This is an optimization exercise on Yosys and OpenROAD, whose aim is a short achievable clock period and few clock cycles, not a production implementation. Function was checked by simulation only, so behaviour that the tests miss may differ from the original. Power and IR drop assume default switching activity.

## tundra
## idxfp
module idxfp (
    input             clk,
    input             rst,             
    input             reset_capable,   
    input             poll,
    input      [31:0] now,
    output            busy,
    input             rx_avail,
    input       [7:0] rx_data,
    output            rx_pop,
    output            rdr_rst_n,
    output            ev_read,
    output            ev_remove,
    output     [39:0] ev_tag,
    input             cfg_req,
    input             cfg_we,
    input       [1:0] cfg_addr,
    input      [31:0] cfg_wdata,
    output     [31:0] cfg_rdata
);
    reg         rc;          
    reg         act;         
    reg         pe;          
    reg         pq;          
    reg  [3:0]  cnt;         
    reg         seen;        
    reg         f_rt;        
    reg         f_exp;       
    reg         nr, nm;      
    reg         np;          
    reg  [11:0] dl_lo;       
    reg  [20:0] now_hi;      
    reg  [11:0] dl_mid;      
    reg  [47:0] fb;          
    reg  [7:0]  syn;         
    reg  [4:0]  eqb;         
    reg  [3:0]  hold;
    reg  [3:0]  ncnt;
    reg         fd_err;
    reg         in_frame;
    reg  [1:0]  pstate;
  ...
For scale: roughly 1600 cells after synthesis, about 160 I/O pins, ~14000 sq um of cells after synthesis.
==> flow/config.mk <==
export PLATFORM = sky130hd
export DESIGN_NAME = idxfp
export DESIGN_NICKNAME = idxfp
export VERILOG_FILES = /design/flow/design.v
export SDC_FILE = /design/flow/constraint.sdc
export NUM_CORES = 4
export LEC_CHECK = 0
export CAP_MARGIN = 20
export CORE_MARGIN = 2
export CORE_UTILIZATION = 40
export SETUP_SLACK_MARGIN = 2.6
export SLEW_MARGIN = 20
export SYNTH_HIERARCHICAL = 1
==> flow/constraint.sdc <==
create_clock -name core_clock -period 5.0 [get_ports {clk}]
set_input_delay 1.0000 -clock core_clock [delete_from_list [all_inputs] [get_ports {clk}]]
set_output_delay 1.0000 -clock core_clock [all_outputs]
set_load 0.01 [all_outputs]
run.sh (not shown) runs the stock make flow with config.mk's settings and CLKGATE_MAP_FILE= SYNTH_SCRIPT=/design/flow/synth_recipe.tcl, a recipe that flattens the netlist after the stock synthesis.
Testbench counts of tundra, summed over its fixed seeds: cycles 53,383.
For yarrow, these inputs were changed with respect to tundra:
Settings: swapping 40 for 60 in CORE_UTILIZATION; swapping 2.6 for 2.7 in SETUP_SLACK_MARGIN.
Results
- For tundra and yarrow, there was not a single run that failed to finish clean.
- Between tundra and yarrow, routed length on met1 decreased.
- Summary — final worst slack, yarrow relative to tundra: lower, by 13 ps.
- Summary of yarrow over tundra: die outline area down 12000 sq um; global-route usage has increased; number of enable-type register cells in the synthesized netlist neither gained nor lost much.
- yarrow: final clock period utilization by the worst path is 0.25 points higher than what tundra reported.
- tundra → yarrow: sequential fraction of total cell area moved down, final weighted congestion of routability-driven global placement comparable, share of power burned in combinational logic moved up.
- and4bb_4 as the cell with the largest stage delay on the worst path was reported by tundra, and nor4b_1 by yarrow.
Here is what was changed in the inputs of raven compared with yarrow.
Settings: CORE_UTILIZATION now 40, was 60; SETUP_SLACK_MARGIN now 2.8, was 2.7.
[summary]
- Summary of the comparison: number of nets in the finished design is higher in raven, relative to yarrow.
- yarrow vs raven, start point of the critical path: rx_data[4] vs rx_data[6]
- raven ended up with a higher cell area than yarrow did.
- In raven, the hold slack came out 4.7 ps below the value in yarrow.
- Taking yarrow as the reference, in raven via total after detailed routing fell by 246; power fell by about 2.8%; fraction of power consumed by combinational cells rose by 0.5 points.
Edits applied to the flow inputs when going from raven to maple:
Settings: swapping 2.8 for 2.7 in SETUP_SLACK_MARGIN.
==> flow/flow/run.sh (new file) <==
#!/bin/bash
# The standard layout flow (standard.sh), with the platform's don't-use
# list extended by the slow cells listed in dont_use_extra.txt (high-fan-in
# OR/NOR cells, 3-input XOR/XNOR, adder and majority cells, wide AND-OR
# cells), so that ABC and the resizer map the logic onto faster gates.
# Everything else, synthesis script included, is the standard flow.
set -euo pipefail
here=$(pwd)
du=$(make -s -C "$FLOW_HOME" DESIGN_CONFIG="$here/config.mk" WORK_HOME="$here/orfs" \
       print-DONT_USE_CELLS 2> "$here/print_dont_use.log" | sed -n 's/^DONT_USE_CELLS: //p')
if [[ -z "$du" ]]; then
  echo "could not read the platform's DONT_USE_CELLS" >&2
  exit 1
fi
extra=$(tr '\n' ' ' < "$here/flow/dont_use_extra.txt")
bash standard.sh "DONT_USE_CELLS=$du $extra" finish > "$here/standard_flow.log" 2>&1
==> flow/flow/dont_use_extra.txt (new file) <==
sky130_fd_sc_hd__or3_*
sky130_fd_sc_hd__or3b_*
sky130_fd_sc_hd__or4_*
sky130_fd_sc_hd__or4b_*
sky130_fd_sc_hd__or4bb_*
sky130_fd_sc_hd__nor4_*
sky130_fd_sc_hd__nor4b_*
sky130_fd_sc_hd__nor4bb_*
sky130_fd_sc_hd__xor3_*
sky130_fd_sc_hd__xnor3_*
sky130_fd_sc_hd__a2111o_*
sky130_fd_sc_hd__a2111oi_*
sky130_fd_sc_hd__fa_*
sky130_fd_sc_hd__ha_*
sky130_fd_sc_hd__maj3_*
sky130_fd_sc_hd__a211oi_*
sky130_fd_sc_hd__a211o_*
sky130_fd_sc_hd__a311o_*
sky130_fd_sc_hd__a311oi_*
sky130_fd_sc_hd__o311a_*
sky130_fd_sc_hd__o311ai_*
==> flow/standard.sh (new file) <==
#!/bin/bash
# synth_recipe.tcl (not shown) runs the flow's synth.tcl, then flattens the netlist and writes it again
# the make line also repeats each setting of config.mk as NAME=value (left out here)
make -C /OpenROAD-flow-scripts/flow DESIGN_CONFIG=/design/flow/config.mk WORK_HOME=/design/flow/orfs CLKGATE_MAP_FILE= SYNTH_SCRIPT=/design/flow/synth_recipe.tcl "${@:-finish}"
removed: flow/run.sh
### Flow results
- maple vs raven on shortest clock period the worst path allows after layout: maple is the lower one.
- Min path length in cells of the critical path across raven and maple: maple
- raven → maple: x dimension of the die +about 1.3%, storage element area went down 0.99%, adder and majority gate portion of the synthesized area now smaller.
- Worst setup path endpoint = ev_remove: maple; worst setup path endpoint = fb[25]$_DFF_P_: raven
- Against raven, maple reports a final cell utilization of the core that is lower.
- Signal arrival time at the worst endpoint was higher in the run labelled raven.
- maple vs raven: count of clock-net buffers in the final layout down in maple
- Delta (maple minus raven): setup slack went up 37 ps; number of global-route vias before repair went up 1.8%; multi-input logic portion of the cell area went up 0.43 points.
Modified inputs, ember compared to maple
==> flow/run.sh (new file) <==
#!/bin/bash
# synth_recipe.tcl (not shown) runs the flow's synth.tcl, then flattens the netlist and writes it again
# the make line also repeats each setting of config.mk as NAME=value (left out here)
make -C /OpenROAD-flow-scripts/flow DESIGN_CONFIG=/design/flow/config.mk WORK_HOME=/design/flow/orfs CLKGATE_MAP_FILE= SYNTH_SCRIPT=/design/flow/synth_recipe.tcl finish
removed: flow/flow/run.sh
removed: flow/flow/dont_use_extra.txt
removed: flow/standard.sh
==> comparison <==
No run among maple and ember stopped early or left any final violation; all are clean. A endpoint of the most critical setup path of fb[22]$_DFF_P_ is what ember shows, while ev_remove belongs to maple. ember vs maple — vertical die dimension dropped slightly. Compared with maple, in ember clock network power now larger; total power went up 190 uW.
Relative to ember, the following input files were edited for fjord:
==> flow/flow/run.sh (new file) <==
#!/bin/bash
# The standard layout flow (standard.sh), with the platform's don't-use
# list extended by slow high-fan-in OR/NOR cells, 3-input XOR/XNOR cells and
# the adder cells, so that ABC and the resizer map the logic onto faster
# gates. Everything else, synthesis script included, is the standard flow.
set -euo pipefail
here=$(pwd)
du=$(make -s -C "$FLOW_HOME" DESIGN_CONFIG="$here/config.mk" WORK_HOME="$here/orfs" \
       print-DONT_USE_CELLS 2> "$here/print_dont_use.log" | sed -n 's/^DONT_USE_CELLS: //p')
extra=$(tr '\n' ' ' < "$here/flow/dont_use_extra.txt")
bash standard.sh "DONT_USE_CELLS=$du $extra" finish > "$here/standard_flow.log" 2>&1
==> flow/flow/dont_use_extra.txt (new file) <==
sky130_fd_sc_hd__or3_*
sky130_fd_sc_hd__or3b_*
sky130_fd_sc_hd__or4_*
sky130_fd_sc_hd__or4b_*
sky130_fd_sc_hd__or4bb_*
sky130_fd_sc_hd__nor4_*
sky130_fd_sc_hd__nor4b_*
sky130_fd_sc_hd__nor4bb_*
sky130_fd_sc_hd__xor3_*
sky130_fd_sc_hd__xnor3_*
sky130_fd_sc_hd__a2111o_*
sky130_fd_sc_hd__a2111oi_*
sky130_fd_sc_hd__fa_*
sky130_fd_sc_hd__ha_*
==> flow/standard.sh (new file) <==
#!/bin/bash
# synth_recipe.tcl (not shown) runs the flow's synth.tcl, then flattens the netlist and writes it again
# the make line also repeats each setting of config.mk as NAME=value (left out here)
make -C /OpenROAD-flow-scripts/flow DESIGN_CONFIG=/design/flow/config.mk WORK_HOME=/design/flow/orfs CLKGATE_MAP_FILE= SYNTH_SCRIPT=/design/flow/synth_recipe.tcl "${@:-finish}"
removed: flow/run.sh
==> run summary <==
- fjord | status: complete | timing, DRC, antenna: pass
- Cell count is higher on fjord
- Global-route usage (lower): ember
- Looking at critical path endpoint, the ev_read result is from fjord; the fb[22]$_DFF_P_ one comes from ember.
- Summary — maximum number of pins on one net before global-route repair, fjord relative to ember: lower, by 29.
- Per the comparison of fjord with ember, fraction of power consumed by the clock network shows a reduction of 3.3 points, worst supply voltage drop on vdd shows an increase of 2.9%.

---

idxfp, a different RTL version from the one above (not shown whole).
Size in the first run: roughly 1600 cells after synthesis, ~280 flip-flops, roughly 160 I/O pins.
Settings: LEC_CHECK=0, CAP_MARGIN=20, CORE_MARGIN=2, CORE_UTILIZATION=40, SETUP_SLACK_MARGIN=2.7, SLEW_MARGIN=20, SYNTH_HIERARCHICAL=1; clock period 5.0 ns.
standard.sh (not shown) runs the stock make flow with config.mk's settings and CLKGATE_MAP_FILE= SYNTH_SCRIPT=/design/flow/synth_recipe.tcl, a recipe that flattens the netlist after the stock synthesis.
==> flow/flow/run.sh <==
#!/bin/bash
# The standard layout flow (standard.sh), with the platform's don't-use
# list extended by slow high-fan-in OR/NOR cells, 3-input XOR/XNOR cells and
# the adder cells, so that ABC and the resizer map the logic onto faster
# gates. Everything else, synthesis script included, is the standard flow.
set -euo pipefail
here=$(pwd)
du=$(make -s -C "$FLOW_HOME" DESIGN_CONFIG="$here/config.mk" WORK_HOME="$here/orfs" \
       print-DONT_USE_CELLS 2> "$here/print_dont_use.log" | sed -n 's/^DONT_USE_CELLS: //p')
extra=$(tr '\n' ' ' < "$here/flow/dont_use_extra.txt")
bash standard.sh "DONT_USE_CELLS=$du $extra" finish > "$here/standard_flow.log" 2>&1
==> flow/flow/dont_use_extra.txt <==
sky130_fd_sc_hd__or3_*
sky130_fd_sc_hd__or3b_*
sky130_fd_sc_hd__or4_*
sky130_fd_sc_hd__or4b_*
sky130_fd_sc_hd__or4bb_*
sky130_fd_sc_hd__nor4_*
sky130_fd_sc_hd__nor4b_*
sky130_fd_sc_hd__nor4bb_*
sky130_fd_sc_hd__xor3_*
sky130_fd_sc_hd__xnor3_*
sky130_fd_sc_hd__a2111o_*
sky130_fd_sc_hd__a2111oi_*
sky130_fd_sc_hd__fa_*
sky130_fd_sc_hd__ha_*
sky130_fd_sc_hd__maj3_*
sky130_fd_sc_hd__a211oi_*
sky130_fd_sc_hd__a211o_*
sky130_fd_sc_hd__a311o_*
sky130_fd_sc_hd__a311oi_*
sky130_fd_sc_hd__o311a_*
sky130_fd_sc_hd__o311ai_*
The starting point completed without violations.
Testbench counts at the start, summed over its fixed seeds: cycles 53,383.
Change:
--- a/flow/flow/dont_use_extra.txt
+++ b/flow/flow/dont_use_extra.txt
@@ -14,8 +14 @@
 sky130_fd_sc_hd__ha_*
-sky130_fd_sc_hd__maj3_*
-sky130_fd_sc_hd__a211oi_*
-sky130_fd_sc_hd__a211o_*
-sky130_fd_sc_hd__a311o_*
-sky130_fd_sc_hd__a311oi_*
-sky130_fd_sc_hd__o311a_*
-sky130_fd_sc_hd__o311ai_*
Result: The new run finished clean. Global-route usage is about the same. Wire length went down by a few percent. First-iteration DRC count went down by roughly a tenth. Critical path depth went up by 6. Worst hold slack is about the same. Sequential cell count does not change. Total power went down by a few percent. Sequential power stays flat. Worst setup slack is worse by 45 ps.
Change:
--- a/flow/flow/dont_use_extra.txt
+++ b/flow/flow/dont_use_extra.txt
@@ -14 +14,13 @@
 sky130_fd_sc_hd__ha_*
+sky130_fd_sc_hd__maj3_*
+sky130_fd_sc_hd__a211oi_*
+sky130_fd_sc_hd__a211o_*
+sky130_fd_sc_hd__a311o_*
+sky130_fd_sc_hd__a311oi_*
+sky130_fd_sc_hd__o311a_*
+sky130_fd_sc_hd__o311ai_*
+sky130_fd_sc_hd__nor3_*
+sky130_fd_sc_hd__nor3b_*
+sky130_fd_sc_hd__and4b_*
+sky130_fd_sc_hd__and4bb_*
+sky130_fd_sc_hd__mux4_*
Effect: The new run went through all stages and came out clean; fmax is higher by 0.51%; global-route usage rose by 0.20 points; cell area went up by 0.70%; routed wire length climbs by 3.6%; sequential power barely changes; area after synthesis went up by 2.6%; via count goes up by 3.3%; synthesized cell count increases by 4.3%; total power rises by 2.2%.
Change:
==> flow/flow/run.sh (replaced) <==
#!/bin/bash
# The standard layout flow (standard.sh), with the platform's don't-use
# list extended by the slow cells listed in dont_use_extra.txt (high-fan-in
# OR/NOR cells, 3-input XOR/XNOR, adder and majority cells, wide AND-OR
# cells), so that ABC and the resizer map the logic onto faster gates.
# Everything else, synthesis script included, is the standard flow.
set -euo pipefail
here=$(pwd)
du=$(make -s -C "$FLOW_HOME" DESIGN_CONFIG="$here/config.mk" WORK_HOME="$here/orfs" \
       print-DONT_USE_CELLS 2> "$here/print_dont_use.log" | sed -n 's/^DONT_USE_CELLS: //p')
if [[ -z "$du" ]]; then
  echo "could not read the platform's DONT_USE_CELLS" >&2
  exit 1
fi
extra=$(tr '\n' ' ' < "$here/flow/dont_use_extra.txt")
bash standard.sh "DONT_USE_CELLS=$du $extra" finish > "$here/standard_flow.log" 2>&1
--- a/flow/flow/dont_use_extra.txt
+++ b/flow/flow/dont_use_extra.txt
@@ -21,6 +21 @@
 sky130_fd_sc_hd__o311ai_*
-sky130_fd_sc_hd__nor3_*
-sky130_fd_sc_hd__nor3b_*
-sky130_fd_sc_hd__and4b_*
-sky130_fd_sc_hd__and4bb_*
-sky130_fd_sc_hd__mux4_*
Outcome: Power rises by 2.6%. Final area increases by 0.39%. Worst setup slack is better by 32 ps. Wire length is about the same. Utilization rose by 1.2 points. Register-to-register slack loses 60 ps. Die area falls by 0.76%. Cell count decreases by 0.94%. Area after synthesis drops by 0.78%. Sequential power is about the same.

---

Another version of the RTL of idxfp (not shown whole).
Size: about 1700 cells after synthesis, roughly 280 flip-flops, ~14000 um^2 of cells after synthesis.
==> flow/config.mk <==
export PLATFORM = sky130hd
export DESIGN_NAME = idxfp
export DESIGN_NICKNAME = idxfp
export VERILOG_FILES = /design/flow/design.v
export SDC_FILE = /design/flow/constraint.sdc
export NUM_CORES = 4
export LEC_CHECK = 0
export CAP_MARGIN = 20
export CORE_MARGIN = 2
export CORE_UTILIZATION = 40
export SETUP_SLACK_MARGIN = 2.7
export SLEW_MARGIN = 20
export SYNTH_HIERARCHICAL = 1
==> flow/constraint.sdc <==
create_clock -name core_clock -period 5.0 [get_ports {clk}]
set_input_delay 1.0000 -clock core_clock [delete_from_list [all_inputs] [get_ports {clk}]]
set_output_delay 1.0000 -clock core_clock [all_outputs]
set_load 0.01 [all_outputs]
==> flow/flow/run.sh <==
#!/bin/bash
# The standard layout flow (standard.sh), with the platform's don't-use
# list extended by slow high-fan-in OR/NOR cells, 3-input XOR/XNOR cells and
# the adder cells, so that ABC and the resizer map the logic onto faster
# gates. Everything else, synthesis script included, is the standard flow.
set -euo pipefail
here=$(pwd)
du=$(make -s -C "$FLOW_HOME" DESIGN_CONFIG="$here/config.mk" WORK_HOME="$here/orfs" \
       print-DONT_USE_CELLS 2> "$here/print_dont_use.log" | sed -n 's/^DONT_USE_CELLS: //p')
extra=$(tr '\n' ' ' < "$here/flow/dont_use_extra.txt")
bash standard.sh "DONT_USE_CELLS=$du $extra" finish > "$here/standard_flow.log" 2>&1
==> flow/flow/dont_use_extra.txt <==
sky130_fd_sc_hd__or3_*
sky130_fd_sc_hd__or3b_*
sky130_fd_sc_hd__or4_*
sky130_fd_sc_hd__or4b_*
sky130_fd_sc_hd__or4bb_*
sky130_fd_sc_hd__nor4_*
sky130_fd_sc_hd__nor4b_*
sky130_fd_sc_hd__nor4bb_*
sky130_fd_sc_hd__xor3_*
sky130_fd_sc_hd__xnor3_*
sky130_fd_sc_hd__a2111o_*
sky130_fd_sc_hd__a2111oi_*
sky130_fd_sc_hd__fa_*
sky130_fd_sc_hd__ha_*
sky130_fd_sc_hd__nor3_*
sky130_fd_sc_hd__nor3b_*
sky130_fd_sc_hd__and4b_*
sky130_fd_sc_hd__and4bb_*
sky130_fd_sc_hd__mux4_*
The starting point finished with timing, DRC and antenna clean.
Testbench counts at the start, summed over its fixed seeds: cycles 53,695.
Rerun with:
==> flow/run.sh (new file) <==
#!/bin/bash
# synth_recipe.tcl (not shown) runs the flow's synth.tcl, then flattens the netlist and writes it again
# the make line also repeats each setting of config.mk as NAME=value (left out here)
make -C /OpenROAD-flow-scripts/flow DESIGN_CONFIG=/design/flow/config.mk WORK_HOME=/design/flow/orfs CLKGATE_MAP_FILE= SYNTH_SCRIPT=/design/flow/synth_recipe.tcl finish
removed: flow/flow/run.sh
removed: flow/flow/dont_use_extra.txt
removed: flow/standard.sh
What happened:
- The new run finished clean
- global-route usage goes up by 0.38 points
- first-iteration DRC count rose by a quarter to a third
- routed wire length climbs by a few percent
- count of clock-buffer cells in the layout rose by 9
- final cell count rose slightly
- power came out higher slightly
- clock skew increases by 0.0034 ns
- sequential share of layout area goes down by 2.0 points
- synthesized area is higher slightly

-- static timing again, ports no longer ideal --
Ports are ideal in the flow. The routed layouts listed here were re-timed in OpenROAD. Step 1, drivers: a clkbuf_16 drives clk and a buf_2 each remaining input, both assumed. Step 2, shift: input delay + t, output delay - t, t = (earliest + latest rising clock arrival at the registers) / 2. This alone moves slack from input paths to output paths. Three values: no drivers, after step 1, after step 2; two values: the first two.
| run | t, ns | setup WS [ns] | worst register clock-pin slew, ns | pins driven straight from the clock port |
|---|---|---|---|---|
| tundra | 0.601 | 2.580 / 2.597 / 1.995 | 0.06 / 0.06 | 1 |
| yarrow | 0.597 | 2.567 / 2.580 / 1.983 | 0.07 / 0.07 | 1 |
| raven | 0.599 | 2.608 / 2.606 / 2.008 | 0.06 / 0.06 | 1 |
| maple | 0.560 | 2.646 / 2.597 / 2.180 | 0.06 / 0.06 | 1 |
| ember | 0.599 | 2.637 / 2.607 / 2.041 | 0.07 / 0.07 | 1 |
| fjord | 0.606 | 2.570 / 2.524 / 1.960 | 0.06 / 0.06 | 1 |
| the first run of note 2 | 0.603 | 2.635 / 2.598 / 2.175 | 0.07 / 0.07 | 1 |
| the second run of note 2 | 0.602 | 2.591 / 2.575 / 1.973 | 0.06 / 0.06 | 1 |
| the third run of note 2 | 0.613 | 2.603 / 2.553 / 2.128 | 0.06 / 0.06 | 1 |
| the fourth run of note 2 | 0.603 | 2.635 / 2.598 / 2.175 | 0.07 / 0.07 | 1 |
| the first run of note 3 | 0.603 | 2.486 / 2.497 / 1.894 | 0.06 / 0.06 | 1 |
| the second run of note 3 | 0.614 | 2.529 / 2.536 / 1.922 | 0.06 / 0.06 | 1 |
After both steps every run listed still meets setup and hold. The setup slack of the second run of note 2, which loses most, moves by -0.016 ns with the drivers and by -0.618 ns with both steps.
